This is an optimization exercise on Yosys and OpenROAD, whose aim is small area, a short achievable clock period and few clock cycles, not a production implementation.
The RTL was checked by simulation tests, not by an equivalence proof against the original design.
No activity file was given, so power comes from the tool's default toggle rates.

**flow/design.v**
```verilog
module palert_dec (
    input             clk,
    input             rst,           
    input      [15:0] cfg_poly,      
    input      [15:0] cfg_init,      
    input      [31:0] cfg_sync,      
    input      [5:0]  cfg_crc_off,   
    input             cfg_tbo,       
    input             req_valid,
    output            req_ready,
    input             req_write,
    input             req_pkt,       
    input      [6:0]  req_addr,
    input      [31:0] req_wdata,
    output reg        rsp_valid,
    output reg [31:0] rsp_data
);
    localparam [2:0] R_CMD = 3'd0, R_STATUS = 3'd1, R_CFG = 3'd2, R_OFF = 3'd3,
                     R_LEN = 3'd4, R_PLEN = 3'd5, R_VAL = 3'd6, R_CRC = 3'd7;
    localparam [2:0] RC_OK = 3'd0, RC_CORRUPT = 3'd1, RC_INVALID = 3'd2,
                     RC_UNKSEL = 3'd3, RC_ILLEGAL = 3'd4;
    localparam [1:0] M_CRC = 2'd0, M_M4C = 2'd1, M_TBL = 2'd2, M_SYNC = 2'd3;
    reg [7:0]  ln0 [0:31];    
    reg [7:0]  ln1 [0:31];    
    reg [7:0]  ln2 [0:31];    
    reg [7:0]  ln3 [0:31];    
    reg [15:0] off_r;
    reg [16:0] len_r;
    reg [16:0] plen_r;
    reg [31:0] val_r;
    reg [15:0] crc_r;         
    reg        tv, match, es;
    reg [2:0]  rc;
    reg        f_inb1, f_inb2, f_inb4, f_inb64, f_crcrun, f_crcbad, f_offbig;
    reg        rdy;
    reg        rq_hold;       
    reg        rq_v, rq_wr, rq_pkt;
    reg [6:0]  rq_addr;
    reg [31:0] rq_wd;
    reg        rq_wofs, rq_wlen, rq_wplen, rq_wval, rq_wcmd;   
    reg        rq_legal;      
    assign req_ready = rdy;
    reg        busy;
    reg [1:0]  mode;
    reg        fin;           
    reg [6:0]  cnt;           
    reg [7:0]  vb;            
    reg [6:0]  fldp;          
    reg [5:0]  coff_r;        
    reg        xok;           
    reg [15:0] tb [0:7];      
    reg [2:0]  wu_cnt;        
    reg        wu_done;
    reg [1:0]  ps;
    reg [4:0]  lw0, lw1, lw2, lw3;
    wire [7:0] l0 = ln0[lw0];
    wire [7:0] l1 = ln1[lw1];
    wire [7:0] l2 = ln2[lw2];
    wire [7:0] l3 = ln3[lw3];
    function [7:0] lane(input [1:0] k, input [7:0] a0, input [7:0] a1,
                        input [7:0] a2, input [7:0] a3);
        case (k)
            2'd0:    lane = a0;
            2'd1:    lane = a1;
            2'd2:    lane = a2;
            default: lane = a3;
        endcase
    endfunction
    wire [7:0]  cd = crc_r[7:0] ^ vb;
    reg  [15:0] tx;
    integer j;
    always @(*) begin
        tx = 16'd0;
        for (j = 0; j < 8; j = j + 1)
            if (cd[j]) tx = tx ^ tb[j];
    end
    wire [15:0] step_out = {8'd0, crc_r[15:8]} ^ tx;
    wire        x_go   = rq_v && !busy && (wu_done || rq_pkt);
    wire        x_cmd  = x_go && rq_wcmd;
    wire [7:0]  w_opc  = rq_wd[7:0];
    wire [1:0]  w_ord  = rq_wd[9:8];
    wire [3:0]  w_sel  = rq_wd[15:12];
    wire [4:0]  okey   = {w_opc[5:4], w_opc[2:0]};
    function legal(input [31:0] w);
        reg rsvd, fn, fo, fs;
        begin
            rsvd = (w[31:16] != 16'd0) || (w[11:10] != 2'd0);
            fn   = !rsvd && (w[9:8] == 2'd0) && (w[15:12] == 4'd0);
            fo   = !rsvd && (w[9:8] != 2'd3) && (w[15:12] == 4'd0);
            fs   = !rsvd && (w[9:8] == 2'd0);
            case (w[7:0])
                8'h01, 8'h02, 8'h03, 8'h04, 8'h05, 8'h10,
                8'h20, 8'h21, 8'h22, 8'h23, 8'h24, 8'h30, 8'h31: legal = fn;
                8'h11, 8'h12, 8'h13:                             legal = fo;
                8'h14, 8'h15:                                    legal = fs;
                default:                                         legal = 1'b0;
            endcase
        end
    endfunction
    wire        d_legal = rq_legal;
    reg x_start;
    always @(*) begin
        x_start = 1'b0;
        if (x_cmd && d_legal)
            case (okey)
                5'b00_010:            x_start = f_crcrun;
                5'b00_100:            x_start = !f_offbig;
                5'b11_000, 5'b11_001: x_start = f_inb64;
                default:              x_start = 1'b0;
            endcase
    end
    wire eng_done = (mode == M_TBL) || fin || (mode == M_CRC && cnt == 7'd0);
    wire busy_n   = busy ? !eng_done : x_start;
    wire       rq_v_n    = !rq_hold ? req_valid : (rq_v && !x_go);
    wire       rq_pkt_n  = !rq_hold ? req_pkt   : rq_pkt;
    wire [6:0] rq_addr_n = !rq_hold ? req_addr  : rq_addr;
    wire       wu_done_n = wu_done || (wu_cnt == 3'd7);
    wire        wr_off  = xok && rq_wofs;      
    wire        wr_len  = xok && rq_wlen;
    wire        wr_plen = xok && rq_wplen;
    wire [15:0] off_n   = wr_off  ? rq_wd[15:0] : off_r;
    wire [16:0] len_n   = wr_len  ? rq_wd[16:0] : len_r;
    wire [16:0] plen_n  = wr_plen ? rq_wd[16:0] : plen_r;
    function [6:0] bflags(input [15:0] o, input [16:0] n, input [16:0] pl);
        reg       ok, inbl;
        reg [8:0] room;
        reg [9:0] left;
        begin
            ok   = (pl <= 17'd128) && (o[15:8] == 8'd0);
            room = {1'b0, pl[7:0]} - {1'b0, o[7:0]};
            left = {2'b0, pl[7:0]} - {2'b0, o[7:0]} - {2'b0, n[7:0]};
            ok   = ok && !room[8];
            inbl = ok && (n[16:8] == 9'd0) && !left[9];
            bflags = { ok && (room[7:0] >= 8'd1), ok && (room[7:0] >= 8'd2),
                       ok && (room[7:0] >= 8'd4), ok && (room[7:0] >= 8'd64),
                       (n != 17'd0) && inbl, (n != 17'd0) && !inbl, o[15:8] != 8'd0 };
        end
    endfunction
    wire [6:0] bf_off  = bflags(rq_wd[15:0], len_r, plen_r);
    wire [6:0] bf_len  = bflags(off_r, rq_wd[16:0], plen_r);
    wire [6:0] bf_plen = bflags(off_r, len_r, rq_wd[16:0]);
    wire [6:0] bf_cur  = {f_inb1, f_inb2, f_inb4, f_inb64, f_crcrun, f_crcbad, f_offbig};
    wire [6:0] bf_n    = wr_off ? bf_off : wr_len ? bf_len : wr_plen ? bf_plen : bf_cur;
    wire        is_sync = w_opc[4] && !w_opc[0];   
    reg  [6:0]  ne;           
    always @(*) begin
        if (!busy)
            ne = is_sync ? off_r[6:0] + 7'd60 : off_r[6:0] + 7'd1;
        else if (mode == M_M4C && cnt == 7'd1)
            ne = fldp;
        else
            ne = {lw3, ps} + 7'd1;
    end
    function [21:0] lform(input [6:0] a);      
        reg [4:0] w1;
        begin
            w1 = a[6:2] + 5'd1;
            lform = {a[1:0], (a[1:0] > 2'd0) ? w1 : a[6:2], (a[1:0] > 2'd1) ? w1 : a[6:2],
                     (a[1:0] > 2'd2) ? w1 : a[6:2], a[6:2]};
        end
    endfunction
    wire [21:0] lf_eng  = lform(ne);
    wire [21:0] lf_off  = lform(off_n[6:0]);
    wire [21:0] lf_host = {rq_addr_n[1:0], {4{rq_addr_n[6:2]}}};
    wire        host_a  = !busy_n && !rq_hold;
    wire        host_b  = !busy_n && rq_hold && rq_pkt;
    wire        host_n  = (host_a && req_pkt) || host_b;
    wire [21:0] lf_n    = host_n ? lf_host : busy_n ? lf_eng : lf_off;
    reg [31:0] reg_rdata;
    always @(*) begin
        reg_rdata = 32'd0;
        if (rq_addr[6:3] == 4'd0) begin
            case (rq_addr[2:0])
                R_STATUS: reg_rdata = {25'd0, rc, 1'b0, es, match, tv};
                R_CFG:    reg_rdata = {31'd0, cfg_tbo};
                R_OFF:    reg_rdata = {16'd0, off_r};
                R_LEN:    reg_rdata = {15'd0, len_r};
                R_PLEN:   reg_rdata = {15'd0, plen_r};
                R_VAL:    reg_rdata = val_r;
                R_CRC:    reg_rdata = {16'd0, crc_r};
                default:  reg_rdata = 32'd0;
            endcase
        end
    end
    reg [1:0] jp0, jp1, jp2, jp3;
    reg [3:0] zp;         
    reg       sx;         
    reg       dio;        
    always @(*) begin
        jp0 = 2'd0; jp1 = 2'd1; jp2 = 2'd2; jp3 = 2'd3;
        zp  = 4'b1100; sx = 1'b0; dio = 1'b0;
        if (!busy && rq_wcmd)
            case (w_opc[2:0])
                3'd0: zp = 4'b1110;                                    
                3'd1, 3'd3: begin                                      
                    if (w_ord == 2'd2) begin jp0 = 2'd1; jp1 = 2'd0; end
                    sx = w_opc[1];
                end
                3'd2: begin                                            
                    zp = 4'b0000;
                    if (w_ord == 2'd2) begin jp0 = 2'd3; jp1 = 2'd2; jp2 = 2'd1; jp3 = 2'd0; end
                end
                3'd4: begin                                            
                    zp = 4'b0000;
                    if (w_sel[1]) begin jp0 = 2'd2; jp1 = 2'd3; jp2 = 2'd0; jp3 = 2'd1; end
                    else          begin jp0 = 2'd3; jp1 = 2'd2; jp2 = 2'd1; jp3 = 2'd0; end
                end
                default: begin                                         
                    jp0 = {1'b0, w_sel[3]};
                    dio = 1'b1;
                end
            endcase
    end
    wire [7:0] vb0 = lane(ps + jp0, l0, l1, l2, l3);
    wire [7:0] vb1 = lane(ps + jp1, l0, l1, l2, l3);
    wire [7:0] vb2 = lane(ps + jp2, l0, l1, l2, l3);
    wire [7:0] vb3 = lane(ps + jp3, l0, l1, l2, l3);
    wire       sgn = sx & vb1[7];
    wire [7:0]  b0 = vb0;
    wire [7:0]  b1 = vb1;
    wire [31:0] val_get = dio ? {31'd0, vb0[w_sel[2:0]]} :
                          { zp[3] ? {8{sgn}} : vb3, zp[2] ? {8{sgn}} : vb2,
                            zp[1] ? 8'd0 : vb1,     zp[0] ? 8'd0 : vb0 };
    wire [3:0] sync_eq = { vb3 == cfg_sync[31:24], vb2 == cfg_sync[23:16],
                           vb1 == cfg_sync[15:8],  vb0 == cfg_sync[7:0] };
    wire pkt_we = x_go && rq_pkt && rq_wr;
    always @(posedge clk) begin
        if (pkt_we && rq_addr[1:0] == 2'd0) ln0[rq_addr[6:2]] <= rq_wd[7:0];
        if (pkt_we && rq_addr[1:0] == 2'd1) ln1[rq_addr[6:2]] <= rq_wd[7:0];
        if (pkt_we && rq_addr[1:0] == 2'd2) ln2[rq_addr[6:2]] <= rq_wd[7:0];
        if (pkt_we && rq_addr[1:0] == 2'd3) ln3[rq_addr[6:2]] <= rq_wd[7:0];
    end
    always @(posedge clk) begin
        if (!rq_hold) begin
            rq_wr   <= req_write;
            rq_pkt  <= req_pkt;
            rq_addr <= req_addr;
            rq_wd   <= req_wdata;
            rq_wofs  <= req_valid && req_write && !req_pkt && req_addr == {4'd0, R_OFF};
            rq_wlen  <= req_valid && req_write && !req_pkt && req_addr == {4'd0, R_LEN};
            rq_wplen <= req_valid && req_write && !req_pkt && req_addr == {4'd0, R_PLEN};
            rq_wval  <= req_valid && req_write && !req_pkt && req_addr == {4'd0, R_VAL};
            rq_wcmd  <= req_valid && req_write && !req_pkt && req_addr == {4'd0, R_CMD};
            rq_legal <= legal(req_wdata);
        end
    end
    integer k;
    always @(posedge clk) begin
        rsp_data <= rq_pkt ? {24'd0, b0} : reg_rdata;
        {ps, lw0, lw1, lw2, lw3} <= lf_n;
        {f_inb1, f_inb2, f_inb4, f_inb64, f_crcrun, f_crcbad, f_offbig} <= rst ? 7'd0 : bf_n;
        coff_r <= cfg_crc_off;
        fldp   <= off_r[6:0] + {1'b0, coff_r};
        tb[7] <= cfg_poly;
        for (k = 7; k > 0; k = k - 1)
            tb[k-1] <= tb[k][0] ? ((tb[k] >> 1) ^ tb[7]) : (tb[k] >> 1);
    end
    always @(posedge clk) begin
        if (rst) begin
            off_r     <= 16'd0;
            len_r     <= 17'd0;
            plen_r    <= 17'd0;
            val_r     <= 32'd0;
            crc_r     <= 16'd0;
            tv        <= 1'b0;
            match     <= 1'b0;
            es        <= 1'b0;
            rc        <= RC_OK;
            rdy       <= 1'b1;
            rq_hold   <= 1'b0;
            rq_v      <= 1'b0;
            xok       <= 1'b0;
            busy      <= 1'b0;
            rsp_valid <= 1'b0;
            wu_cnt    <= 3'd0;
            wu_done   <= 1'b0;
        end else begin
            rq_v      <= rq_v_n;
            busy      <= busy_n;
            rdy       <= !rq_v_n || !(busy_n || (!wu_done_n && !rq_pkt_n));
            rq_hold   <= rq_v_n && (busy_n || (!wu_done_n && !rq_pkt_n));
            xok       <= !busy_n && wu_done_n;
            rsp_valid <= x_go && !rq_wr;
            wu_cnt    <= wu_cnt + {2'd0, !wu_done};
            wu_done   <= wu_done_n;
            off_r  <= off_n;
            len_r  <= len_n;
            plen_r <= plen_n;
            if (x_go && rq_wval)
                val_r <= rq_wd;
            if (busy) begin
                if (cnt != 7'd0) begin
                    vb  <= b0;
                    cnt <= cnt - 7'd1;
                end
                case (mode)
                    M_CRC:
                        crc_r <= step_out;
                    M_M4C: begin
                        if (!fin) begin
                            crc_r <= step_out;
                            if (cnt == 7'd0) begin
                                val_r <= {16'd0, b1, b0};
                                fin   <= 1'b1;
                            end
                        end else begin
                            match <= (crc_r == val_r[15:0]);
                            rc    <= (crc_r == val_r[15:0]) ? RC_OK : RC_CORRUPT;
                        end
                    end
                    M_TBL:
                        val_r <= {16'd0, tx};
                    default: begin                                
                        if (!fin) begin
                            vb[3:0] <= sync_eq;
                            fin     <= 1'b1;
                        end else begin
                            match <= (vb[3:0] == 4'hF);
                            rc    <= (vb[3:0] == 4'hF) ? RC_OK : RC_CORRUPT;
                        end
                    end
                endcase
            end
            if (x_cmd) begin
                fin <= 1'b0;
                if (!d_legal) begin
                    rc <= RC_ILLEGAL;
                    es <= 1'b1;
                end else begin
                    case (okey)
                    5'b00_001: begin                               
                        tv <= 1'b1;
                        rc <= RC_OK;
                    end
                    5'b00_010: begin                               
                        if (f_crcbad) begin
                            rc <= RC_INVALID;
                            es <= 1'b1;
                        end else begin
                            tv    <= 1'b1;
                            rc    <= RC_OK;
                            crc_r <= cfg_init;
                            mode  <= M_CRC;
                            vb    <= b0;
                            cnt   <= len_r[6:0] - 7'd1;
                        end
                    end
                    5'b00_011: begin                               
                        match <= (crc_r == val_r[15:0]);
                        rc    <= (crc_r == val_r[15:0]) ? RC_OK : RC_CORRUPT;
                    end
                    5'b00_100: begin                               
                        if (f_offbig) begin
                            rc <= RC_INVALID;
                            es <= 1'b1;
                        end else begin
                            tv   <= 1'b1;
                            rc   <= RC_OK;
                            mode <= M_TBL;
                            vb   <= off_r[7:0] ^ crc_r[7:0];
                            cnt  <= 7'd0;
                        end
                    end
                    5'b00_101: begin                               
                        es <= 1'b0;
                        rc <= RC_OK;
                    end
                    5'b01_000, 5'b01_001, 5'b01_010, 5'b01_011, 5'b01_100, 5'b01_101: begin
                        if (okey[2:0] == 3'd4 && w_sel >= 4'd4) begin
                            rc <= RC_UNKSEL;
                            es <= 1'b1;
                        end else if ((okey[2:0] == 3'd0 && !f_inb1) ||
                                     ((okey[2:0] == 3'd1 || okey[2:0] == 3'd3 ||
                                       okey[2:0] == 3'd5) && !f_inb2) ||
                                     ((okey[2:0] == 3'd2 || okey[2:0] == 3'd4) && !f_inb4)) begin
                            rc <= RC_INVALID;
                            es <= 1'b1;
                        end else begin
                            rc    <= RC_OK;
                            val_r <= val_get;
                        end
                    end
                    5'b10_000: begin                               
                        val_r <= {val_r[31:16], val_r[7:0], val_r[15:8]};
                        rc    <= RC_OK;
                    end
                    5'b10_001: begin                               
                        val_r <= {val_r[7:0], val_r[15:8], val_r[23:16], val_r[31:24]};
                        rc    <= RC_OK;
                    end
                    5'b10_010: begin                               
                        val_r <= {val_r[15:0], val_r[31:16]};
                        rc    <= RC_OK;
                    end
                    5'b10_011: begin                               
                        val_r <= {val_r[23:16], val_r[31:24], val_r[7:0], val_r[15:8]};
                        rc    <= RC_OK;
                    end
                    5'b10_100: begin                               
                        val_r <= {{16{val_r[15]}}, val_r[15:0]};
                        rc    <= RC_OK;
                    end
                    5'b11_000: begin                               
                        if (!f_inb64) begin
                            rc <= RC_INVALID;
                            es <= 1'b1;
                        end else begin
                            mode <= M_SYNC;
                            cnt  <= 7'd0;
                        end
                    end
                    default: begin                                 
                        if (!f_inb64) begin
                            rc <= RC_INVALID;
                            es <= 1'b1;
                        end else begin
                            tv    <= 1'b1;
                            crc_r <= cfg_init;
                            mode  <= M_M4C;
                            vb    <= b0;
                            cnt   <= 7'd7;
                        end
                    end
                    endcase
                end
            end
        end
    end
endmodule
```
**flow/flow/run.sh**
```bash
#!/bin/bash
# Standard layout with two changes to how it is optimised:
# - the repair steps aim for more setup slack than the 12 ns constraint
#   asks (the constraint itself is unchanged), so the achieved period shrinks;
# - ports are buffered with buf_4 instead of the delay buffer buffer_ports
#   picks by default, which footprint-matched resizing can never swap out.
set -euo pipefail
export SETUP_SLACK_MARGIN=9.0
export TNS_END_PERCENT=20
export BUFFER_PORTS_ARGS="-buffer_cell sky130_fd_sc_hd__buf_4"
bash standard.sh > standard.log 2>&1
```
**flow/standard.sh**
```bash
#!/bin/bash
# synth_recipe.tcl (not shown) runs the flow's synth.tcl, then flattens the netlist and writes it again
# the make line also repeats each setting of config.mk as NAME=value (left out here)
make -C /OpenROAD-flow-scripts/flow DESIGN_CONFIG=/design/flow/config.mk WORK_HOME=/design/flow/orfs CLKGATE_MAP_FILE= SYNTH_SCRIPT=/design/flow/synth_recipe.tcl "${@:-finish}"
```
**flow/config.mk**
```make
export PLATFORM = sky130hd
export DESIGN_NAME = palert_dec
export DESIGN_NICKNAME = palert_dec
export VERILOG_FILES = /design/flow/design.v
export SDC_FILE = /design/flow/constraint.sdc
export NUM_CORES = 4
export LEC_CHECK = 0
export CAP_MARGIN = 40
export CORE_MARGIN = 2
export CORE_UTILIZATION = 60
export SLEW_MARGIN = 20
```
**flow/constraint.sdc**
```tcl
create_clock -name core_clock -period 12.0 [get_ports {clk}]
set_input_delay 2.4000 -clock core_clock [delete_from_list [all_inputs] [get_ports {clk}]]
set_output_delay 2.4000 -clock core_clock [all_outputs]
set_load 0.01 [all_outputs]
```
==> results of run 1 <==
[cells in the final DEF, fill, tap and decap left out, drive strengths merged, types with 13 or more instances in the layout]
cell type	synthesis	layout
nor2	325	325
o21ai	120	120
nor3b	13	13
clkbuf	187	181
mux2i	159	159
o211ai	14	14
a21oi	168	168
edfxtp	1081	1081
a211oi	21	21
inv	74	77
and2	46	46
mux4	250	250
nand4	28	28
nand3	77	77
a21o	15	15
nand2b	41	41
xor2	80	80
a22o	19	19
o221ai	24	24
o21a	18	18
a22oi	82	82
nand2	556	556
clkinv	0	62
nor2b	43	43
or3	13	13
a311oi	15	15
ha	70	70
buf	93	488
xnor2	275	275
nor3	35	35
o22ai	104	104
mux2	20	20
dfxtp	324	324
nor4	44	44
and3	14	14
[metal layers]
| layer | part of all wire, % | global-route usage (%) | up-vias |
|---|---|---|---|
| li1 | - | - | 18060 |
| met1 | 38 | 48.44 | 20880 |
| met2 | 47 | 56.65 | 2371 |
| met3 | 9.4 | 7.003 | 489 |
| met4 | 5.9 | 18.92 | 0 |
| met5 | 0 | 0 | - |
[registers in the layout (all words and copies together) (netlist names), 8 cells and up, named ones only]
| signal | count |
|---|---|
| ln2 | 256 |
| len_r | 17 |
| tb | 128 |
| ln1 | 256 |
| val_r | 32 |
| crc_r | 16 |
| rsp_data | 32 |
| off_r | 16 |
| vb | 8 |
| ln0 | 256 |
| plen_r | 17 |
| rq_wd | 32 |
| ln3 | 256 |
[kinds of logic (layout without fill, tap and decap cells)]
logic type | count (synthesis) | after routing | synth area share [%]
flip-flops | 1405 | 1405 | 62.53
AND/OR/NAND/NOR | 1273 | 1273 | 9.156
AO/OA/AOI/OAI | 703 | 703 | 7.401
multiplexers | 429 | 429 | 11.96
XOR/XNOR | 356 | 356 | 5.052
buffers and inverters | 354 | 845 | 2.352
adder cells (fa/ha/maj) | 75 | 75 | 1.551
other | 0 | 1 | 0
[metrics by stage]
step / cell area, um^2 / setup WS (ps) / hold WS (ps) / utilization, %
3_5_place_dp: 65610 / 7363 / 441.9 / 63.57
4_1_cts: 73140 / 8298 / 446.7 / 70.87
3_3_place_gp: 64930 / 7338 / 439.6 / 62.91
5_1_grt: 74040 / 8320 / 467.3 / 71.74
6_report: 74040 / 8334 / 447.0 / 71.75
2_1_floorplan: 62480 / 7111 / 409.1 / -
[power by group through the flow]
stage	Combinational, mW	Clock (mW)	Sequential, mW
4_1_cts	1.99	4.59	5.60
5_1_grt	2.14	4.78	5.61
3_5_place_dp	1.74	0	5.72
3_3_place_gp	1.69	0	5.73
2_1_floorplan	1.15	0	5.66
6_report	2.04	4.55	5.59
[worst paths after layout]
| path | start | to | slack, ps | cells after the start |
|---|---|---|---|---|
| worst min register to register | tb[5][3] | tb[4][2] | 450 | 1 |
| worst max register to register | lw3[2] | vb[0] | 8490 | 9 |
| worst min-delay path | tb[5][3] | tb[4][2] | 450 | 1 |
| worst max-delay path | rsp_data[31] | rsp_data[31] | 8330 | 1 |
[area by class of cell]
| type | count | area [um^2] | area share (%) |
|---|---|---|---|
| Timing Repair inverter | 2 | 16.27 | 0.02197 |
| Clock inverter | 87 | 902.1 | 1.218 |
| Sequential cell | 1405 | 39020 | 52.70 |
| Antenna cell | 1 | 2.502 | 0.003380 |
| Clock buffer | 178 | 3928 | 5.304 |
| Timing Repair Buffer | 504 | 5040 | 6.807 |
| Inverter | 74 | 330.3 | 0.4461 |
| Tap cell | 1380 | 1727 | 2.332 |
| Multi-Input combinational cell | 2836 | 23070 | 31.16 |
[timing repair]
item	4_1_cts	5_1_grt
cloned	20	2
endpoints found under the setup margin	145	129
buffers inserted	103	20
pin swaps	43	16
endpoints found under the hold margin	0	0
gates resized for setup	261	83
hold buffers	0	0
==> impl_metrics.toml, run 1 <==
[placed_design]
dpl.cell_count = 6007
gp_congestion = 1.013
numPortBuffers = 148
dp_hpwl_um = 124100

[clocking]
cts_buffer_depth = 3
cts_buffers = 145
cts_htree_levels = 4
clkTransAtPathRegs_ps = 60
cts_tree = "yes"
cts.sinks = 1405
cts_root_buffer = "clkbuf_16"
clkLatencyLatePin_ps = 800

[yosys]
synth_edf_count = 1081
yosys-top-cells-count = "edfxtp_1 (1081), nand2_1 (556), nor2_1 (325)"
yosys.area.top_type = "edfxtp_1"
ys_warn_count = 2
postSynthAreaPerCell_um2 = 13.55
synth_area_um2 = 62280
synth-seq-cells = 1405
synth_cells = 4595
yosys-top-cells-area = "edfxtp_1 (52%), dfxtp_1 (10%), mux4_2 (9.0%), xnor2_1 (3.9%), nand2_1 (3.4%)"
synthesis.nets = 4784
synthFlopType = "edfxtp_1"
synth_most_common_cell = "edfxtp_1"
ys_seq_area_share_pct = 62.53
yosysTopAreaCellShare_pct = 52.12
synthArstFlopShare_pct = 0
synth.distinct_cells = 80

[sta]
hold_viol = 0
skew_ps = 48.20
slew_viol_final = 0
rsz0062_at_grt = "yes"
clock.fmax_mhz = 272.8
min_period_ps = 3666
finalSetupTns_ps = 0
worst_pin_slew_ps = 910.1
max_slew_margin_pct = 39.33
setup_viol = 0
period_share_pct = 30.55

[power_and_ir_drop]
p_sw_mw = 3.266
seq_power_share_pct = 45.9
clkPwrFrac_pct = 37.4
pwr-share-comb_pct = 16.8
peakVddDrop_mv = 0.1508
leakagePower_nw = 25.30
internal_power_mw = 8.922
p_per_area_nw_per_um2 = 164.6
p_sw_share_pct = 26.80
p_total_mw = 12.19

[final_layout]
stdcell_count = 6467
drive_gt1_share_pct = 24.07
nets = 5157
n_fill_cell = 6905
area_growth_pct = 18.88

[floorplan]
fp.dieW_um = 326.2
initial_core_util_pct = 60.35
io_pins = 149
core_area_um2 = 103200
rows = 118
die_area_um2 = 106400
fp.dieH_um = 326.2

[critical_path]
critPathArrivalTime_ps = 1270
crit_family = "flip-flops"
worst_setup_path_end_kind = "output port"
criticalPathCategory = "reg2out"
start_kind = "register"
critPathBufInv = 1
cp.required_ps = 9600
cp_max_fo = 1
cp_cell_sequence = "buf_6"
slowest_delay_ps = 350
crit_slowest_cell = "dfxtp_4"

[global_routing]
grt_use_total_pct = 36.15
antenna_found_initial = 1
grt_pass1_vias = 40130
grt_first_pass_wirelength_um = 277400
gr-total-overflow = 0
grt_max_degree = 130

[status]
status = "no timing/DRC/antenna violations"

[route]
drt_drc_violations_left = 0
drt-initial-drc-count = 5148
dr.pass1.iters = 8
routed_via_density = 6.464
postRouteAntennaNets = 0
routedWlPerCell_um = 29.85
wl_um = 193100
dr_total_vias = 41800

[worst_hold_path]
hold_path.class = "reg2reg"

[run]
max_cap_violations = 0
Testbench counts, summed over its fixed seeds: cycles 14,855.
==> run 2, diff against run 1 <==
--- a/flow/design.v
+++ b/flow/design.v
@@ -166,5 +166,6 @@
     wire        host_b  = !busy_n && rq_hold && rq_pkt;
     wire        host_n  = (host_a && req_pkt) || host_b;
-    wire [21:0] lf_n    = host_n ? lf_host : busy_n ? lf_eng : lf_off;
+    wire [21:0] lf_int  = host_b ? lf_host : busy_n ? lf_eng : lf_off;
+    wire [21:0] lf_n    = (host_a && req_pkt) ? lf_host : lf_int;
     reg [31:0] reg_rdata;
     always @(*) begin
--- a/flow/config.mk
+++ b/flow/config.mk
@@ -9,3 +9,5 @@
 export CORE_MARGIN = 2
 export CORE_UTILIZATION = 60
+export CTS_CLUSTER_DIAMETER = 100
+export CTS_CLUSTER_SIZE = 30
 export SLEW_MARGIN = 20
==> impl_metrics.toml, run 2 <==
[power_and_ir_drop]
p_per_area_nw_per_um2 = 140.6
leakagePower_nw = 24.49
peakVddDrop_mv = 0.2002

[yosys]
yosys-top-cells-area = "edfxtp_1 (52%), dfxtp_1 (10%), mux4_2 (7.3%), mux2i_1 (3.8%), xnor2_1 (3.6%)"
synth_area_um2 = 62850
synthArstFlopShare_pct = 0
yosys-top-cells-count = "edfxtp_1 (1081), nand2_1 (537), nor2_1 (328)"
synthesis.nets = 4912
synth_most_common_cell = "edfxtp_1"
ys_seq_area_share_pct = 61.96
synth_edf_count = 1081
synthFlopType = "edfxtp_1"
yosysTopAreaCellShare_pct = 51.65
ys_warn_count = 2
synth_cells = 4723
yosys.area.top_type = "edfxtp_1"
synth.distinct_cells = 83
synth-seq-cells = 1405
postSynthAreaPerCell_um2 = 13.31

[critical_path]
critPathArrivalTime_ps = 1180
reg2reg_slack_ps = 8480
critPathBufInv = 1
startpoint = "rsp_data[4]"
start_kind = "register"
crit_family = "flip-flops"
worstRegToRegCells = 10
cp_max_fo = 1
slowest_delay_ps = 340
cp_cell_sequence = "buf_6"
criticalPathCategory = "reg2out"
rr_endpoint = "vb[0]"
crit_slowest_cell = "dfxtp_2"
worstSetupEndpoint = "rsp_data[4]"
worst_setup_path_end_kind = "output port"
cp.required_ps = 9600
worst-path-stages = 1

[floorplan]
die_area_um2 = 107400
initial_core_util_pct = 60.64
io_pins = 149
core_area_um2 = 103600
fp.dieW_um = 327.7
rows = 118
fp.dieH_um = 327.7

[final_layout]
final_common_cell = "edfxtp_1"
final_core_util_pct = 69.39
drive_gt1_share_pct = 22.25
diodes = 0
nets = 5237
area_growth_pct = 14.42
n_fill_cell = 7335
layout_common_cells = "edfxtp_1 (1081), nand2_1 (524), buf_4 (405)"

[route]
drt-initial-drc-count = 5931
routedWlPerCell_um = 30.68
wl_um = 198500
drt_drc_violations_left = 0
routed_via_density = 6.624
postRouteAntennaNets = 0
dr.pass1.iters = 7
dr_total_vias = 42870

[clocking]
cts_htree_levels = 2
clkTransAtPathRegs_ps = 120
cts.sinks = 1405
cts_hold_buf = 0
cts_buffers = 54
clkLatencyLatePin_ps = 750
cts_buffer_depth = 3
cts_root_buffer = "clkbuf_16"
cts_tree = "yes"

[global_routing]
gr-total-overflow = 0
grt_max_degree = 91
antenna_found_initial = 7
grt_first_pass_wirelength_um = 284500
grt_pass1_vias = 40390
grt_use_total_pct = 36.70

[sta]
min_period_ps = 3585
period_share_pct = 29.87
skew_ps = 47.39
finalSetupTns_ps = 0
hold_viol = 0
worst_pin_slew_ps = 907.2
max_slew_margin_pct = 39.37
rsz0062_at_grt = "yes"
setup_viol = 0
worst_hold_slack_ps = 458.5
slew_viol_final = 0
clock.fmax_mhz = 279.0

[placed_design]
gp_congestion = 1.004
numPortBuffers = 148
dp_hpwl_um = 130600

[status]
status = "no timing/DRC/antenna violations"

[worst_hold_path]
hold_path.class = "reg2reg"

[run]
max_cap_violations = 0
[run 2: logic make-up (layout without fill, tap and decap cells)]
| group | after synthesis | in the layout | synth area share, % |
|---|---|---|---|
| flops | 1405 | 1405 | 61.96 |
| simple gates | 1239 | 1240 | 8.836 |
| compound gates | 813 | 813 | 8.468 |
| mux | 469 | 469 | 11.58 |
| buf+inv | 365 | 732 | 2.520 |
| xor+xnor | 358 | 358 | 5.110 |
| fa+ha+maj | 74 | 74 | 1.521 |
[run 2: timing repair]
action	CTS	global route
resized for setup	386	65
pin swaps	102	18
setup buffers	173	3
cloned	23	1
setup endpoints to repair	269	195
[run 2: layout make-up]
class                      count  area, um^2  area share, %
sequential                  1405       39040          54.29
multi-input combinational   2954       23590          32.80
timing repair buffer         551        5522          7.678
tap                         1380        1727          2.401
clock buffer                  91        1533          2.131
inverter                      81       339.1         0.4715
clock inverter                 8       157.7         0.2192
timing repair inverter         1       7.507        0.01044
[run 2: per-layer routing]
metal / vias up / GRT usage (%) / routed length (um) / share of wire (%)
li1: 18370 / - / - / -
met2: 2511 / 55.42 / 88880 / 45
met4: 14 / 15.87 / 10240 / 5.2
met5: - / 0 / 90 / 0.045
met3: 477 / 8.194 / 22280 / 11
met1: 21500 / 51.72 / 77030 / 39
[run 2: worst min path at each step]
stage / start / endpoint / slack [ps] / cells past startpoint
2_1_floorplan: rq_wr / rsp_valid / 410 / 1
3_3_place_gp: tb[1][7] / tb[0][6] / 440 / 1
3_5_place_dp: tb[1][7] / tb[0][6] / 450 / 1
4_1_cts: tb[1][7] / tb[0][6] / 460 / 1
5_1_grt: tb[1][8] / tb[0][7] / 470 / 1
6_report: tb[2][11] / tb[1][10] / 460 / 1
[run 2: power breakdown]
part	switching, mW	internal, mW
logic	1.17	0.902
registers	0.179	5.42
clock network	1.49	0.945
[run 2: stage by stage]
stage               instances  power (mW)  setup slack, ps  instance area (um^2)
global route             6471       10.39             8395                 71920
global placement         6068       7.403             6975                 65360
detailed placement       6126       7.427             7016                 65880
finish                   6471       10.11             8415                 71920
CTS                      6421       10.06             8387                 71280
floorplan                4723       6.811             7217                 63010
Testbench counts of run 2, summed over its fixed seeds: cycles 14,855.
==> run 3, diff against run 2 <==
--- a/flow/flow/run.sh
+++ b/flow/flow/run.sh
@@ -6,6 +6,6 @@
 #   picks by default, which footprint-matched resizing can never swap out.
 set -euo pipefail
-export SETUP_SLACK_MARGIN=9.0
-export TNS_END_PERCENT=20
+export SETUP_SLACK_MARGIN=8.8
+export TNS_END_PERCENT=100
 export BUFFER_PORTS_ARGS="-buffer_cell sky130_fd_sc_hd__buf_4"
 bash standard.sh > standard.log 2>&1
==> impl_metrics.toml, run 3 <==
[status]
status = "no timing/DRC/antenna violations"

[yosys]
yosys-top-cells-area = "edfxtp_1 (52%), dfxtp_1 (10%), mux4_2 (7.3%), mux2i_1 (3.8%), xnor2_1 (3.6%)"
postSynthAreaPerCell_um2 = 13.31
synth_cells = 4723
yosysTopAreaCellShare_pct = 51.65
synth.distinct_cells = 83
synth-seq-cells = 1405
ys_seq_area_share_pct = 61.96
synth_most_common_cell = "edfxtp_1"
synthArstFlopShare_pct = 0
synthesis.nets = 4912
synth_area_um2 = 62850
synth_edf_count = 1081
ys_warn_count = 2
yosys.area.top_type = "edfxtp_1"
synthFlopType = "edfxtp_1"
yosys-top-cells-count = "edfxtp_1 (1081), nand2_1 (537), nor2_1 (328)"

[critical_path]
critPathBufInv = 1
worst-path-stages = 1
crit_slowest_cell = "dfxtp_2"
reg2reg_slack_ps = 8570
worst_setup_path_end_kind = "output port"
worstRegToRegCells = 14
startpoint = "rsp_data[24]"
cp_max_fo = 1
slowest_delay_ps = 370
cp.required_ps = 9600
criticalPathCategory = "reg2out"
cp_cell_sequence = "buf_6"
crit_family = "flip-flops"
rr_endpoint = "val_r[20]"
start_kind = "register"
critPathArrivalTime_ps = 1180
worstSetupEndpoint = "rsp_data[24]"

[global_routing]
antenna_found_initial = 2
grt_pass1_vias = 40520
grt_first_pass_wirelength_um = 285400
grt_use_total_pct = 36.71
gr-total-overflow = 0
grt_max_degree = 86

[worst_hold_path]
hold_path.class = "reg2reg"
hold_path_depth = 1

[clocking]
cts_hold_buf = 0
cts.sinks = 1405
clkTransAtPathRegs_ps = 120
cts_htree_levels = 2
cts_tree = "yes"
cts_buffer_depth = 3
cts_root_buffer = "clkbuf_16"
cts_buffers = 56
clkLatencyLatePin_ps = 740

[final_layout]
n_fill_cell = 7213
ff_latch_area_um2 = 39040
final_common_cell = "edfxtp_1"
area_growth_pct = 15.69
final_cell_area_um2 = 72720
nets = 5266
drive_gt1_share_pct = 23.73
multi_input_area_um2 = 23860
layout_common_cells = "edfxtp_1 (1081), nand2_1 (523), buf_4 (417)"

[sta]
rsz0062_at_grt = "yes"
min_period_ps = 3581
hold_viol = 0
slew_viol_final = 0
finalSetupTns_ps = 0
period_share_pct = 29.85
skew_ps = 38.47
worst_pin_slew_ps = 887.9
max_slew_margin_pct = 40.59
setup_viol = 0
clock.fmax_mhz = 279.2

[placed_design]
place_area_um2 = 65980
gp_congestion = 0.9845
numPortBuffers = 148
dp_hpwl_um = 131000

[power_and_ir_drop]
leakagePower_nw = 24.87
p_sw_mw = 2.891
p_per_area_nw_per_um2 = 140.2
internal_power_mw = 7.302
peakVddDrop_mv = 0.1513
seq_power_share_pct = 55.0
pwr-share-comb_pct = 20.8
clkPwrFrac_pct = 24.1
p_sw_share_pct = 28.36

[floorplan]
die_area_um2 = 107400
io_pins = 149
fp.dieW_um = 327.7
fp.dieH_um = 327.7
rows = 118
core_area_um2 = 103600
initial_core_util_pct = 60.64

[route]
drt-initial-drc-count = 6137
routedWlPerCell_um = 30.74
postRouteAntennaNets = 0
drt_drc_violations_left = 0
routed_via_density = 6.637
dr.pass1.iters = 9
dr_total_vias = 43150
wl_um = 199800

[run]
max_cap_violations = 0
[run 3: metal layers]
metal	vias to the layer above	routed length (um)	GRT usage, %
met1	21530	76810	52.17
li1	18420	-	-
met5	-	28	0
met3	544	23000	8.043
met2	2645	89340	55.25
met4	4	10640	15.49
[run 3: timing repair]
| action | 4_1_cts | 5_1_grt |
|---|---|---|
| cloned | 26 | 1 |
| pin swaps | 65 | 100 |
| buffers inserted | 148 | 60 |
| endpoints found under the setup margin | 133 | 101 |
| resized for setup | 362 | 158 |
[run 3: power groups by stage]
stage                     sequential [mW]  combinational [mW]  clock (mW)
final                                5.61                2.13        2.46
after global routing                 5.63                2.22        2.63
after CTS                            5.60                1.99        2.48
after detailed placement             5.73                1.71           0
after global placement               5.73                1.68           0
after floorplan                      5.66                1.15           0
[run 3: worst min-delay path by stage]
| stage | from | end | slack, ps |
|---|---|---|---|
| final | tb[1][12] | tb[0][11] | 460 |
| after global routing | tb[1][8] | tb[0][7] | 480 |
| after CTS | tb[2][8] | tb[1][7] | 460 |
| after detailed placement | rq_wr | rsp_valid | 440 |
| after global placement | tb[1][15] | tb[0][14] | 440 |
| after floorplan | rq_wr | rsp_valid | 410 |
[run 3: cells by family after synthesis]
family / count (synthesis) / share of synthesized area (%)
xor+xnor: 358 / 5.110
flops: 1405 / 61.96
simple gates: 1239 / 8.836
fa+ha+maj: 74 / 1.521
buf+inv: 365 / 2.520
mux: 469 / 11.58
compound gates: 813 / 8.468
[run 3: worst register-to-register path, stage by stage (launching register included)]
cell and delay [ps]:
dfxtp_4 380, buf_12 120, buf_16 130, buf_12 120, buf_6 90, mux4_2 510
mux4_2 560, a21oi_4 290, mux4_2 390, o21ai_2 100, and2b_4 180, buf_12 140
buf_6 120, a21oi_2 120, o22ai_1 70
[run 3: area by class of cell]
| type | count | area share (%) |
|---|---|---|
| clock buffers | 91 | 2.151 |
| clock inverters | 10 | 0.2340 |
| repair buffers | 579 | 8.247 |
| flip-flops and latches | 1405 | 53.69 |
| multi-input cells | 2953 | 32.82 |
| well taps | 1380 | 2.374 |
| inverters | 81 | 0.4766 |
| diodes | 1 | 0.003441 |
| repair inverters | 1 | 0.01032 |
[run 3: through the flow]
step	total power [mW]	utilization [%]	instances	hold slack (ps)	setup slack (ps)
after floorplan	6.813	-	4723	411.8	7217
after global routing	10.48	70.16	6500	477.4	8395
after global placement	7.405	63.07	6059	442.1	7145
after CTS	10.08	68.68	6399	459.1	8384
final	10.19	70.16	6501	458.9	8419
after detailed placement	7.437	63.66	6124	439.8	7238
==> run 4, diff against run 3 <==
--- a/flow/design.v
+++ b/flow/design.v
@@ -49,5 +49,5 @@
     reg [5:0]  coff_r;        
     reg        xok;           
-    reg [15:0] tb [0:7];      
+    reg [15:0] tbo [0:3];     
     reg [2:0]  wu_cnt;        
     reg        wu_done;
@@ -67,4 +67,16 @@
         endcase
     endfunction
+    function [15:0] st(input [15:0] r);         
+        st = r[0] ? ((r >> 1) ^ tbo[3]) : (r >> 1);
+    endfunction
+    wire [15:0] tbe0 = st(tbo[0]), tbe1 = st(tbo[1]), tbe2 = st(tbo[2]), tbe3 = st(tbo[3]);
+    function [15:0] tb(input integer jj);
+        case (jj)
+            0: tb = tbe0;  1: tb = tbo[0];
+            2: tb = tbe1;  3: tb = tbo[1];
+            4: tb = tbe2;  5: tb = tbo[2];
+            6: tb = tbe3;  default: tb = tbo[3];
+        endcase
+    endfunction
     wire [7:0]  cd = crc_r[7:0] ^ vb;
     reg  [15:0] tx;
@@ -73,5 +85,5 @@
         tx = 16'd0;
         for (j = 0; j < 8; j = j + 1)
-            if (cd[j]) tx = tx ^ tb[j];
+            if (cd[j]) tx = tx ^ tb(j);
     end
     wire [15:0] step_out = {8'd0, crc_r[15:8]} ^ tx;
@@ -141,5 +153,6 @@
     wire [6:0] bf_plen = bflags(off_r, len_r, rq_wd[16:0]);
     wire [6:0] bf_cur  = {f_inb1, f_inb2, f_inb4, f_inb64, f_crcrun, f_crcbad, f_offbig};
-    wire [6:0] bf_n    = wr_off ? bf_off : wr_len ? bf_len : wr_plen ? bf_plen : bf_cur;
+    wire [6:0] bf_n    = wr_off ? bf_off : wr_len ? {bf_cur[6:3], bf_len[2:1], bf_cur[0]} :
+                         wr_plen ? bf_plen : bf_cur;
     wire        is_sync = w_opc[4] && !w_opc[0];   
     reg  [6:0]  ne;           
@@ -246,5 +259,4 @@
         end
     end
-    integer k;
     always @(posedge clk) begin
         rsp_data <= rq_pkt ? {24'd0, b0} : reg_rdata;
@@ -253,7 +265,8 @@
         coff_r <= cfg_crc_off;
         fldp   <= off_r[6:0] + {1'b0, coff_r};
-        tb[7] <= cfg_poly;
-        for (k = 7; k > 0; k = k - 1)
-            tb[k-1] <= tb[k][0] ? ((tb[k] >> 1) ^ tb[7]) : (tb[k] >> 1);
+        tbo[3] <= cfg_poly;
+        tbo[2] <= st(tbe3);
+        tbo[1] <= st(tbe2);
+        tbo[0] <= st(tbe1);
     end
     always @(posedge clk) begin
--- a/flow/flow/run.sh
+++ b/flow/flow/run.sh
@@ -6,6 +6,6 @@
 #   picks by default, which footprint-matched resizing can never swap out.
 set -euo pipefail
-export SETUP_SLACK_MARGIN=8.8
-export TNS_END_PERCENT=100
+export SETUP_SLACK_MARGIN=9.0
+export TNS_END_PERCENT=20
 export BUFFER_PORTS_ARGS="-buffer_cell sky130_fd_sc_hd__buf_4"
 bash standard.sh > standard.log 2>&1
--- a/flow/config.mk
+++ b/flow/config.mk
@@ -9,5 +9,5 @@
 export CORE_MARGIN = 2
 export CORE_UTILIZATION = 60
-export CTS_CLUSTER_DIAMETER = 100
+export CTS_CLUSTER_DIAMETER = 70
 export CTS_CLUSTER_SIZE = 30
 export SLEW_MARGIN = 20
==> impl_metrics.toml, run 4 <==
[critical_path]
start_kind = "register"
slowest_delay_ps = 620
critPathBufInv = 4
crit_top_cell = "mux4_2"
cp_cell_sequence = "buf_12 > buf_12 > buf_6 > mux4_2 > mux4_2 > mux2i_4 > inv_2 > mux4_2 > a32oi_1 > o21ai_0 > a31o_2"
critPathArrivalTime_ps = 4150
criticalPathCategory = "reg2reg"
worst_setup_path_end_kind = "register"
cp.required_ps = 12440
crit_family = "multiplexers"
crit_slowest_cell = "mux4_2"
cp_max_fo = 6

[power_and_ir_drop]
p_sw_mw = 2.852
p_sw_share_pct = 28.00
peakVddDrop_mv = 0.1701
internal_power_mw = 7.333
seq_power_share_pct = 51.3
leakagePower_nw = 24.03
p_per_area_nw_per_um2 = 143.1
pwr-share-comb_pct = 19.1
clkPwrFrac_pct = 29.6

[yosys]
yosys-top-cells-count = "edfxtp_1 (1081), nand2_1 (439), mux4_2 (316)"
synth-seq-cells = 1341
synthesis.nets = 4578
yosysTopAreaCellShare_pct = 52.24
synth_most_common_cell = "edfxtp_1"
ys_seq_area_share_pct = 60.62
synth_edf_count = 1081
synth.distinct_cells = 89
synth_area_um2 = 62140
yosys-top-cells-area = "edfxtp_1 (52%), mux4_2 (11%), dfxtp_1 (8.4%), xnor2_1 (3.2%), nand2_1 (2.7%)"
synth_cells = 4389
yosys.area.top_type = "edfxtp_1"
synthFlopType = "edfxtp_1"
ys_warn_count = 2
synthArstFlopShare_pct = 0
postSynthAreaPerCell_um2 = 14.16

[floorplan]
fp.dieW_um = 325.8
fp.dieH_um = 325.8
rows = 118
initial_core_util_pct = 60.30
die_area_um2 = 106200
core_area_um2 = 103100
io_pins = 149

[global_routing]
grt_first_pass_wirelength_um = 262100
grt_pass1_vias = 38010
grt_use_total_pct = 33.91
antenna_found_initial = 5
grt_max_degree = 97
gr-total-overflow = 0

[sta]
skew_ps = 57.33
finalSetupTns_ps = 0
rsz0062_at_grt = "yes"
clock.fmax_mhz = 269.8
setup_viol = 0
period_share_pct = 30.89
slew_viol_final = 0
max_slew_margin_pct = 33.38
worst_pin_slew_ps = 999.3
min_period_ps = 3707
hold_viol = 0

[final_layout]
ff_latch_area_um2 = 37720
drive_gt1_share_pct = 24.98
area_growth_pct = 14.50
nets = 4882
layout_common_cells = "edfxtp_1 (1081), nand2_1 (430), buf_4 (381)"
final_common_cell = "edfxtp_1"
multi_input_area_um2 = 23740
n_fill_cell = 7171
final_core_util_pct = 69.04

[route]
postRouteAntennaNets = 0
wl_um = 182800
routed_via_density = 6.565
drt-initial-drc-count = 5352
routedWlPerCell_um = 29.81
dr.pass1.iters = 6
dr_total_vias = 40270
drt_drc_violations_left = 0

[placed_design]
dp_hpwl_um = 123200
numPortBuffers = 148
gp_congestion = 1.062

[clocking]
cts_root_buffer = "clkbuf_16"
cts_buffers = 76
cts.sinks = 1341
cts_buffer_depth = 3
clkLatencyLatePin_ps = 710
cts_htree_levels = 3
clkTransAtPathRegs_ps = 100
cts_tree = "yes"

[run]
max_cap_violations = 0

[worst_hold_path]
min_from = "coff_r[0]"
hold_path.class = "reg2reg"

[status]
status = "no timing/DRC/antenna violations"
==> run 4: area by class of cell <==
cell class | count | share of cell area [%]
Timing Repair inverter | 1 | 0.01055
Sequential cell | 1341 | 53.01
Clock buffer | 89 | 2.815
Timing Repair Buffer | 498 | 6.994
Multi-Input combinational cell | 2693 | 33.36
Inverter | 82 | 0.4766
Antenna cell | 2 | 0.007034
Clock inverter | 48 | 0.8916
Tap cell | 1380 | 2.427
==> run 4: path summary, 6_finish.rpt <==
path / endpoint / slack [ps] / cells after the start
worst max-delay path: vb[1] / 8290 / 11
worst max register to register: vb[1] / 8290 / 11
worst min register to register: fldp[0] / 450 / 1
worst min-delay path: fldp[0] / 450 / 1
==> run 4: stage by stage <==
| step | total power [mW] | instance area, um^2 | hold slack [ps] | setup WS (ps) | std cells |
|---|---|---|---|---|---|
| after global routing | 10.47 | 71150 | 466.4 | 8202 | 6133 |
| after floorplan | 6.447 | 62400 | 411.8 | 7127 | 4389 |
| final | 10.18 | 71150 | 448.5 | 8293 | 6134 |
| after CTS | 10.13 | 69790 | 450.8 | 8341 | 6041 |
| after global placement | 6.970 | 64420 | 445.2 | 7257 | 5715 |
| after detailed placement | 7.006 | 65440 | 432.9 | 7198 | 5813 |
==> run 4: what timing repair did <==
action / in CTS / in global routing
gates cloned: 11 / 5
resized for setup: 138 / 140
pin swaps: 25 / 49
hold buffers: 0 / 0
setup buffers: 80 / 50
endpoints found under the setup margin: 198 / 201
==> run 4: per-layer routing <==
layer,vias to the layer above,GRT usage [%],wire length [um]
li1,17330,-,-
met1,20270,46.53,71030
met2,2190,53.94,86270
met3,468,6.692,16790
met4,4,13.59,8723
met5,-,0,25
==> run 4: worst reg2reg max path: stages (launching register included) <==
cell	delay, ps
dfxtp_4	430
buf_12	160
buf_12	120
buf_6	90
mux4_2	540
mux4_2	530
mux2i_4	310
inv_2	80
mux4_2	620
a32oi_1	220
o21ai_0	90
a31o_2	250
==> run 4: logic make-up after synthesis <==
family	share of synthesized area, %
DFF	60.62
xor gates and xnor gates	4.305
AOI/OAI and AO/OA	7.583
muxes	15.41
and+or+nand+nor	7.895
buffers and inverters	2.654
adders and majority gates	1.538
==> run 4: power by group through the flow <==
stage	Sequential, mW	Combinational [mW]	Clock (mW)
2_1_floorplan	5.32	1.13	0
3_3_place_gp	5.35	1.62	0
3_5_place_dp	5.34	1.66	0
4_1_cts	5.22	1.85	3.05
5_1_grt	5.23	2.04	3.20
6_report	5.22	1.95	3.02
Testbench counts of run 4, summed over its fixed seeds: cycles 14,855.
==> run 5, diff against run 4 <==
--- a/flow/config.mk
+++ b/flow/config.mk
@@ -6,5 +6,5 @@
 export NUM_CORES = 4
 export LEC_CHECK = 0
-export CAP_MARGIN = 40
+export CAP_MARGIN = 10
 export CORE_MARGIN = 2
 export CORE_UTILIZATION = 60
==> impl_metrics.toml, run 5 <==
[yosys]
synth.distinct_cells = 89
synthesis.nets = 4578
yosys.area.top_type = "edfxtp_1"
synth_most_common_cell = "edfxtp_1"
synth_edf_count = 1081
ys_warn_count = 2
synthArstFlopShare_pct = 0
synth_cells = 4389
yosys-top-cells-area = "edfxtp_1 (52%), mux4_2 (11%), dfxtp_1 (8.4%), xnor2_1 (3.2%), nand2_1 (2.7%)"
synth-seq-cells = 1341
yosysTopAreaCellShare_pct = 52.24
synth_area_um2 = 62140
synthFlopType = "edfxtp_1"
postSynthAreaPerCell_um2 = 14.16
ys_seq_area_share_pct = 60.62
yosys-top-cells-count = "edfxtp_1 (1081), nand2_1 (439), mux4_2 (316)"

[critical_path]
criticalPathCategory = "reg2reg"
critPathArrivalTime_ps = 4070
crit_slowest_cell = "mux4_2"
reg2reg_slack_ps = 8320
critPathBufInv = 5
crit_family = "multiplexers"
cp_max_fo = 6
cp_cell_sequence = "buf_12 > buf_16 > mux4_2 > mux4_2 > mux2_4 > mux4_2 > buf_6 > buf_6 > buf_6 > a22oi_2 > o21ai_1"
worst_setup_path_end_kind = "register"
start_kind = "register"
slowest_delay_ps = 590
cp.required_ps = 12400

[clocking]
cts_tree = "yes"
cts_buffer_depth = 3
clkLatencyLatePin_ps = 710
cts_htree_levels = 3
cts_root_buffer = "clkbuf_16"
cts.sinks = 1341
clkTransAtPathRegs_ps = 100
cts_buffers = 76

[floorplan]
initial_core_util_pct = 60.30
die_area_um2 = 106200
core_area_um2 = 103100
fp.dieH_um = 325.8
fp.dieW_um = 325.8
io_pins = 149
rows = 118

[route]
routed_via_density = 6.596
drt_drc_violations_left = 0
dr.pass1.iters = 12
drt-initial-drc-count = 5321
dr_total_vias = 39550
routedWlPerCell_um = 30.58
postRouteAntennaNets = 0
wl_um = 183400

[sta]
max_slew_margin_pct = 21.80
finalSetupTns_ps = 0
worst_pin_slew_ps = 1169
slew_viol_final = 0
period_share_pct = 30.63
clock.fmax_mhz = 272.1
rsz0062_at_grt = "yes"
min_period_ps = 3676
hold_viol = 0
setup_viol = 0
skew_ps = 60.96

[final_layout]
area_growth_pct = 13.31
n_fill_cell = 7266
ff_latch_area_um2 = 37750
layout_common_cells = "edfxtp_1 (1081), nand2_1 (426), mux4_2 (320)"
drive_gt1_share_pct = 24.18
nets = 4746
diodes = 0
multi_input_area_um2 = 23940
final_common_cell = "edfxtp_1"
final_core_util_pct = 68.32

[power_and_ir_drop]
peakVddDrop_mv = 0.1943
p_total_mw = 10.25
p_per_area_nw_per_um2 = 145.6
leakagePower_nw = 23.37

[global_routing]
grt_first_pass_wirelength_um = 261600
gr-total-overflow = 0
grt_max_degree = 128
grt_use_total_pct = 33.94
grt_pass1_vias = 37640
antenna_found_initial = 2

[placed_design]
gp_congestion = 1.062
dp_hpwl_um = 117900
numPortBuffers = 148

[run]
max_cap_violations = 0

[status]
status = "no timing/DRC/antenna violations"

[worst_hold_path]
hold_path.class = "reg2reg"
## run 5: final timing paths
check                  from       to  cells past startpoint
hold reg to reg   coff_r[0]  fldp[0]                      1
hold / removal    coff_r[0]  fldp[0]                      1
setup reg to reg   register    vb[7]                     11
setup / recovery   register    vb[7]                     11
## run 5: power breakdown
| group | internal, mW | switching [mW] |
|---|---|---|
| Clock | 1.38 | 1.69 |
| Sequential | 5.12 | 0.117 |
| Combinational | 0.878 | 1.06 |
| Total | 7.38 | 2.87 |
## run 5: kinds of logic (layout without fill, tap and decap cells)
logic type,after synthesis,count (layout),share of synthesized area (%)
mux,508,508,15.41
xor+xnor,299,299,4.305
compound gates,745,746,7.583
fa+ha+maj,74,74,1.538
simple gates,1066,1068,7.895
buf+inv,356,580,2.654
flops,1341,1341,60.62
## run 5: worst reg2reg max path, cell delays in order, from the launching register on
cell and delay, ps:
dfxtp_4 470, buf_12 130, buf_16 130, mux4_2 520, mux4_2 530, mux2_4 360
mux4_2 600, buf_6 180, buf_6 120, buf_6 110, a22oi_2 150, o21ai_1 90
## run 5: through the flow
step | std cells | instance area (um^2) | worst slack [ps] | hold WS [ps]
3_3_place_gp | 5715 | 64420 | 7257 | 445.2
3_5_place_dp | 5715 | 64430 | 7190 | 431.4
5_1_grt | 5996 | 70410 | 8253 | 482.0
6_report | 5996 | 70410 | 8324 | 446.3
2_1_floorplan | 4389 | 62400 | 7127 | 411.8
4_1_cts | 5941 | 69180 | 8358 | 450.2
## run 5: final cells by class
cell class                 count  area share (%)
sequential                  1341           53.62
multi-input combinational   2695           34.00
timing repair buffer         360           5.577
clock buffer                  92           2.891
tap                         1380           2.452
clock inverter                45          0.9650
inverter                      82          0.4905
timing repair inverter         1         0.01066
## run 5: routing by layer
metal  share of wire, %  track usage [%]  vias to the layer above
met3                9.5            7.192                      432
met4                5.1            13.62                        0
met2                 47            53.90                     2080
li1                   -                -                    17080
met5                  0                0                        -
met1                 38            46.29                    19960
## run 5: what timing repair did
item                                    in CTS  in global routing
cloned                                      15                  8
endpoints found under the setup margin     220                327
pin swaps                                   35                 35
hold buffers                                 0                  0
buffers inserted                            74                 47
resized for setup                          200                207
==> run 6, diff against run 5 <==
--- a/flow/config.mk
+++ b/flow/config.mk
@@ -6,4 +6,5 @@
 export NUM_CORES = 4
 export LEC_CHECK = 0
+export ABC_CLOCK_PERIOD_IN_PS = 3500
 export CAP_MARGIN = 10
 export CORE_MARGIN = 2
==> impl_metrics.toml, run 6 <==
[status]
status = "no timing/DRC/antenna violations"

[critical_path]
start_kind = "register"
crit_slowest_cell = "mux4_2"
worst_setup_path_end_kind = "register"
cp_cell_sequence = "buf_12 > buf_16 > mux4_2 > mux4_2 > mux2_4 > mux4_2 > buf_6 > buf_6 > buf_6 > a22oi_2 > o21ai_1"
criticalPathCategory = "reg2reg"
crit_family = "multiplexers"
cp_max_fo = 6
critPathBufInv = 5
critPathArrivalTime_ps = 4070
slowest_delay_ps = 590
cp.required_ps = 12400

[yosys]
ys_seq_area_share_pct = 60.62
synth_most_common_cell = "edfxtp_1"
yosysTopAreaCellShare_pct = 52.24
yosys.area_share.simple_pct = 7.895
ys_warn_count = 2
synthMuxAreaShare_pct = 15.41
yosys.area.top_type = "edfxtp_1"
synth-seq-cells = 1341
synthArstFlopShare_pct = 0
synth_top_family_by_area = "multiplexers"
synth_cells = 4389
synthFlopType = "edfxtp_1"
synth_edf_count = 1081
synth_area_um2 = 62140
postSynthAreaPerCell_um2 = 14.16
synthXorXnorAreaFrac_pct = 4.305
yosys-top-cells-area = "edfxtp_1 (52%), mux4_2 (11%), dfxtp_1 (8.4%), xnor2_1 (3.2%), nand2_1 (2.7%)"
synthesis.nets = 4578
synth-compound-area-share_pct = 7.583
synth-adder-area-share_pct = 1.538
synth.distinct_cells = 89
yosys-top-cells-count = "edfxtp_1 (1081), nand2_1 (439), mux4_2 (316)"

[placed_design]
dpl.cell_count = 5715
gp_congestion = 1.062
numPortBuffers = 148
dp_hpwl_um = 117900

[worst_hold_path]
hold_path.class = "reg2reg"

[clocking]
cts_tree = "yes"
cts_buffer_depth = 3
clkLatencyLatePin_ps = 710
cts_buffers = 76
cts.sinks = 1341
cts_htree_levels = 3
clkTransAtPathRegs_ps = 100
cts_hold_buf = 0
cts_root_buffer = "clkbuf_16"

[power_and_ir_drop]
leakagePower_nw = 23.37
p_per_area_nw_per_um2 = 145.6
p_total_mw = 10.25
peakVddDrop_mv = 0.1943

[final_layout]
drive_gt1_share_pct = 24.18
stdcell_count = 5996
area_growth_pct = 13.31
diodes = 0
nets = 4746
layout_common_cells = "edfxtp_1 (1081), nand2_1 (426), mux4_2 (320)"
final_common_cell = "edfxtp_1"
n_fill_cell = 7266

[route]
wl_um = 183400
routed_via_density = 6.596
postRouteAntennaNets = 0
drt_drc_violations_left = 0
routedWlPerCell_um = 30.58
dr.pass1.iters = 12
drt-initial-drc-count = 5321
dr_total_vias = 39550

[sta]
clock.fmax_mhz = 272.1
setup_viol = 0
skew_ps = 60.96
finalSetupTns_ps = 0
period_share_pct = 30.63
min_period_ps = 3676
slew_viol_final = 0
hold_viol = 0
worst_pin_slew_ps = 1169
rsz0062_at_grt = "yes"
max_slew_margin_pct = 21.80

[floorplan]
initial_core_util_pct = 60.30
rows = 118
fp.dieW_um = 325.8
io_pins = 149
die_area_um2 = 106200
core_area_um2 = 103100
fp.dieH_um = 325.8

[run]
max_cap_violations = 0

[global_routing]
antenna_found_initial = 2
gr-total-overflow = 0
grt_max_degree = 128
grt_pass1_vias = 37640
grt_first_pass_wirelength_um = 261600
grt_use_total_pct = 33.94
-- run 6: worst paths after layout --
kind                                 from       to  slack [ps]  depth (start not counted)
worst min-delay path            coff_r[0]  fldp[0]         450                          1
worst max register to register   register    vb[7]        8320                         11
worst min register to register  coff_r[0]  fldp[0]         450                          1
worst max-delay path             register    vb[7]        8320                         11
-- run 6: final cells by class --
cell class	instances	area (um^2)	area share, %
Inverter	82	345.3	0.4905
Clock buffer	92	2036	2.891
Timing Repair Buffer	360	3926	5.577
Tap cell	1380	1727	2.452
Clock inverter	45	679.4	0.9650
Sequential cell	1341	37750	53.62
Multi-Input combinational cell	2695	23940	34.00
Timing Repair inverter	1	7.507	0.01066
-- run 6: cells by family (layout without fill, tap and decap cells) --
kind of cell    after synthesis  in the layout
compound gates              745            746
xor+xnor                    299            299
fa+ha+maj                    74             74
buf+inv                     356            580
flops                      1341           1341
mux                         508            508
simple gates               1066           1068
-- run 6: where the power goes --
group          switching [mW]  leakage, nW  internal [mW]  total [mW]
combinational            1.06         10.1          0.878        1.94
clock                    1.69         1.30           1.38        3.07
sequential              0.117         11.9           5.12        5.24
-- run 6: timing repair --
item,4_1_cts,5_1_grt
setup buffers,74,47
pin swaps,35,35
cloned,15,8
resized for setup,200,207
endpoints found under the setup margin,220,327
-- run 6: worst reg2reg max path: stages (launching register included) --
cell and delay, ps:
dfxtp_4 470, buf_12 130, buf_16 130, mux4_2 520, mux4_2 530, mux2_4 360, mux4_2 600, buf_6 180
buf_6 120, buf_6 110, a22oi_2 150, o21ai_1 90
-- run 6: through the flow --
stage | hold WS [ps] | cell area [um^2] | setup slack, ps | utilization, %
2_1_floorplan | 411.8 | 62400 | 7127 | -
3_3_place_gp | 445.2 | 64420 | 7257 | 62.51
3_5_place_dp | 431.4 | 64430 | 7190 | 62.52
4_1_cts | 450.2 | 69180 | 8358 | 67.13
5_1_grt | 482.0 | 70410 | 8253 | 68.32
6_report | 446.3 | 70410 | 8324 | 68.32
-- run 6: per-layer routing --
metal  global-route usage [%]  vias to the layer above  wire, um
li1                         -                    17080         -
met1                    46.29                    19960     70160
met2                    53.90                     2080     86430
met3                    7.192                      432     17480
met4                    13.62                        0      9280
met5                        0                        -         0
==> run 7, diff against run 6 <==
--- a/flow/config.mk
+++ b/flow/config.mk
@@ -6,5 +6,5 @@
 export NUM_CORES = 4
 export LEC_CHECK = 0
-export ABC_CLOCK_PERIOD_IN_PS = 3500
+export ABC_CLOCK_PERIOD_IN_PS = 2500
 export CAP_MARGIN = 10
 export CORE_MARGIN = 2
==> impl_metrics.toml, run 7 <==
[yosys]
synthMuxAreaShare_pct = 15.41
yosys.area_share.simple_pct = 7.895
synthArstFlopShare_pct = 0
yosysTopAreaCellShare_pct = 52.24
synth_cells = 4389
synth_top_family_by_area = "multiplexers"
synth_edf_count = 1081
yosys-top-cells-area = "edfxtp_1 (52%), mux4_2 (11%), dfxtp_1 (8.4%), xnor2_1 (3.2%), nand2_1 (2.7%)"
synth-seq-cells = 1341
postSynthAreaPerCell_um2 = 14.16
synth.distinct_cells = 89
synthesis.nets = 4578
ys_warn_count = 2
synth-adder-area-share_pct = 1.538
synthXorXnorAreaFrac_pct = 4.305
yosys.area.top_type = "edfxtp_1"
synth_most_common_cell = "edfxtp_1"
synthFlopType = "edfxtp_1"
yosys-top-cells-count = "edfxtp_1 (1081), nand2_1 (439), mux4_2 (316)"
synth-compound-area-share_pct = 7.583
synth_area_um2 = 62140
ys_seq_area_share_pct = 60.62

[clocking]
cts_htree_levels = 3
clkTransAtPathRegs_ps = 100
cts_buffer_depth = 3
cts_tree = "yes"
cts_root_buffer = "clkbuf_16"
clkLatencyLatePin_ps = 710
cts_hold_buf = 0
cts.sinks = 1341
cts_buffers = 76

[placed_design]
dp_slack_ps = 7190
place_area_um2 = 64430
numPortBuffers = 148
dp_hpwl_um = 117900
gp_congestion = 1.062

[critical_path]
criticalPathCategory = "reg2reg"
critPathArrivalTime_ps = 4070
start_kind = "register"
reg2reg_slack_ps = 8320
cp_max_fo = 6
worst_setup_path_end_kind = "register"
cp.required_ps = 12400

[global_routing]
grt_pass1_vias = 37640
grt_use_total_pct = 33.94
antenna_found_initial = 2
grt_first_pass_wirelength_um = 261600
grt_max_degree = 128
gr-total-overflow = 0

[power_and_ir_drop]
clkPwrFrac_pct = 29.9
p_sw_share_pct = 27.97
p_total_mw = 10.25
pwr-share-comb_pct = 18.9
seq_power_share_pct = 51.1
leakagePower_nw = 23.37
p_per_area_nw_per_um2 = 145.6
p_sw_mw = 2.867
internal_power_mw = 7.382
peakVddDrop_mv = 0.1943

[final_layout]
final_cell_area_um2 = 70410
final_core_util_pct = 68.32
n_fill_cell = 7266
diodes = 0
drive_gt1_share_pct = 24.18
nets = 4746
layout_common_cells = "edfxtp_1 (1081), nand2_1 (426), mux4_2 (320)"
final_common_cell = "edfxtp_1"
area_growth_pct = 13.31

[sta]
period_share_pct = 30.63
clock.fmax_mhz = 272.1
skew_ps = 60.96
min_period_ps = 3676
max_slew_margin_pct = 21.80
fin_ws_ps = 8324
hold_viol = 0
finalSetupTns_ps = 0
worst_pin_slew_ps = 1169
rsz0062_at_grt = "yes"
slew_viol_final = 0
setup_viol = 0

[floorplan]
rows = 118
io_pins = 149
initial_core_util_pct = 60.30
fp.dieW_um = 325.8
core_area_um2 = 103100
fp.dieH_um = 325.8
die_area_um2 = 106200

[route]
drt_drc_violations_left = 0
postRouteAntennaNets = 0
routedWlPerCell_um = 30.58
drt-initial-drc-count = 5321
routed_via_density = 6.596
dr.pass1.iters = 12
dr_total_vias = 39550
wl_um = 183400

[worst_hold_path]
hold_path.class = "reg2reg"

[status]
status = "no timing/DRC/antenna violations"

[run]
max_cap_violations = 0
## run 7: path summary, 6_finish.rpt
path | start | endpoint | cells after the start
worst min-delay path | coff_r[0] | fldp[0] | 1
worst max-delay path | register | vb[7] | 11
worst min register to register | coff_r[0] | fldp[0] | 1
worst max register to register | register | vb[7] | 11
## run 7: layout make-up
cell class                 instances  area [um^2]  area share (%)
tap                             1380         1727           2.452
timing repair inverter             1        7.507         0.01066
clock inverter                    45        679.4          0.9650
inverter                          82        345.3          0.4905
timing repair buffer             360         3926           5.577
multi-input combinational       2695        23940           34.00
sequential                      1341        37750           53.62
clock buffer                      92         2036           2.891
## run 7: power groups by stage
stage	Clock [mW]	Sequential, mW	Combinational (mW)
after floorplan	0	5.32	1.13
after global placement	0	5.35	1.62
after detailed placement	0	5.35	1.63
after CTS	3.10	5.23	1.85
after global routing	3.24	5.25	2.03
final	3.07	5.24	1.94
## run 7: repair_timing
action	CTS	global route
gates resized for setup	200	207
pin swaps	35	35
setup buffers	74	47
setup endpoints to repair	220	327
gates cloned	15	8
## run 7: worst max-delay path, cell delays in order, from the launching register on
cell and delay (ps):
dfxtp_4 470, buf_12 130, buf_16 120, mux4_2 510, mux4_2 530, mux2_4 360
mux4_2 590, buf_6 170, buf_6 120, buf_6 110, a22oi_2 150, o21ai_1 90
## run 7: per-layer routing
layer  global-route usage [%]  part of all wire, %  vias to the layer above
met5                        0                    0                        -
met4                    13.62                  5.1                        0
met3                    7.192                  9.5                      432
met2                    53.90                   47                     2080
met1                    46.29                   38                    19960
li1                         -                    -                    17080
## run 7: per-stage QoR
step	hold slack [ps]	cells
after floorplan	411.8	4389
after global placement	445.2	5715
after detailed placement	431.4	5715
after CTS	450.2	5941
after global routing	482.0	5996
final	446.3	5996
## run 7: cells by family after synthesis
family,Yosys count
XOR/XNOR,299
adder cells (fa/ha/maj),74
AO/OA/AOI/OAI,745
buffers and inverters,356
AND/OR/NAND/NOR,1066
multiplexers,508
flip-flops,1341

## port drivers added, routing unchanged
How much do the figures lean on ideal ports? The routed layouts below were timed once more, with nothing changed but the port constraints.
Step 1 sets driving cells, clkbuf_16 on the clock port and buf_2 on the other inputs (assumed; they add their load-dependent delay and slew).
Step 2 also shifts input and output timing later by t, the mid clock arrival at the registers, as if the neighbouring blocks saw the same clock.
a / b / c = ideal ports / drivers / drivers and shift; a / b = the first two.
run	shift t [ns]	slack for setup (ns)	hold WS [ns]	worst setup path at the end
run 1	0.855	8.334 / 8.256 / 8.060	0.447 / 0.447 / 0.447	input to register
run 2	0.795	8.415 / 8.342 / 7.945	0.458 / 0.458 / 0.458	input to register
run 3	0.797	8.419 / 8.341 / 7.908	0.459 / 0.459 / 0.459	input to register
run 4	0.757	8.293 / 8.293 / 7.839	0.449 / 0.449 / 0.449	input to register
run 5	0.753	8.324 / 8.324 / 7.799	0.446 / 0.446 / 0.446	input to register
run 6	0.753	8.324 / 8.324 / 7.799	0.446 / 0.446 / 0.446	input to register
run 7	0.753	8.324 / 8.324 / 7.799	0.446 / 0.446 / 0.446	input to register
After both steps setup and hold are still met in every run listed.
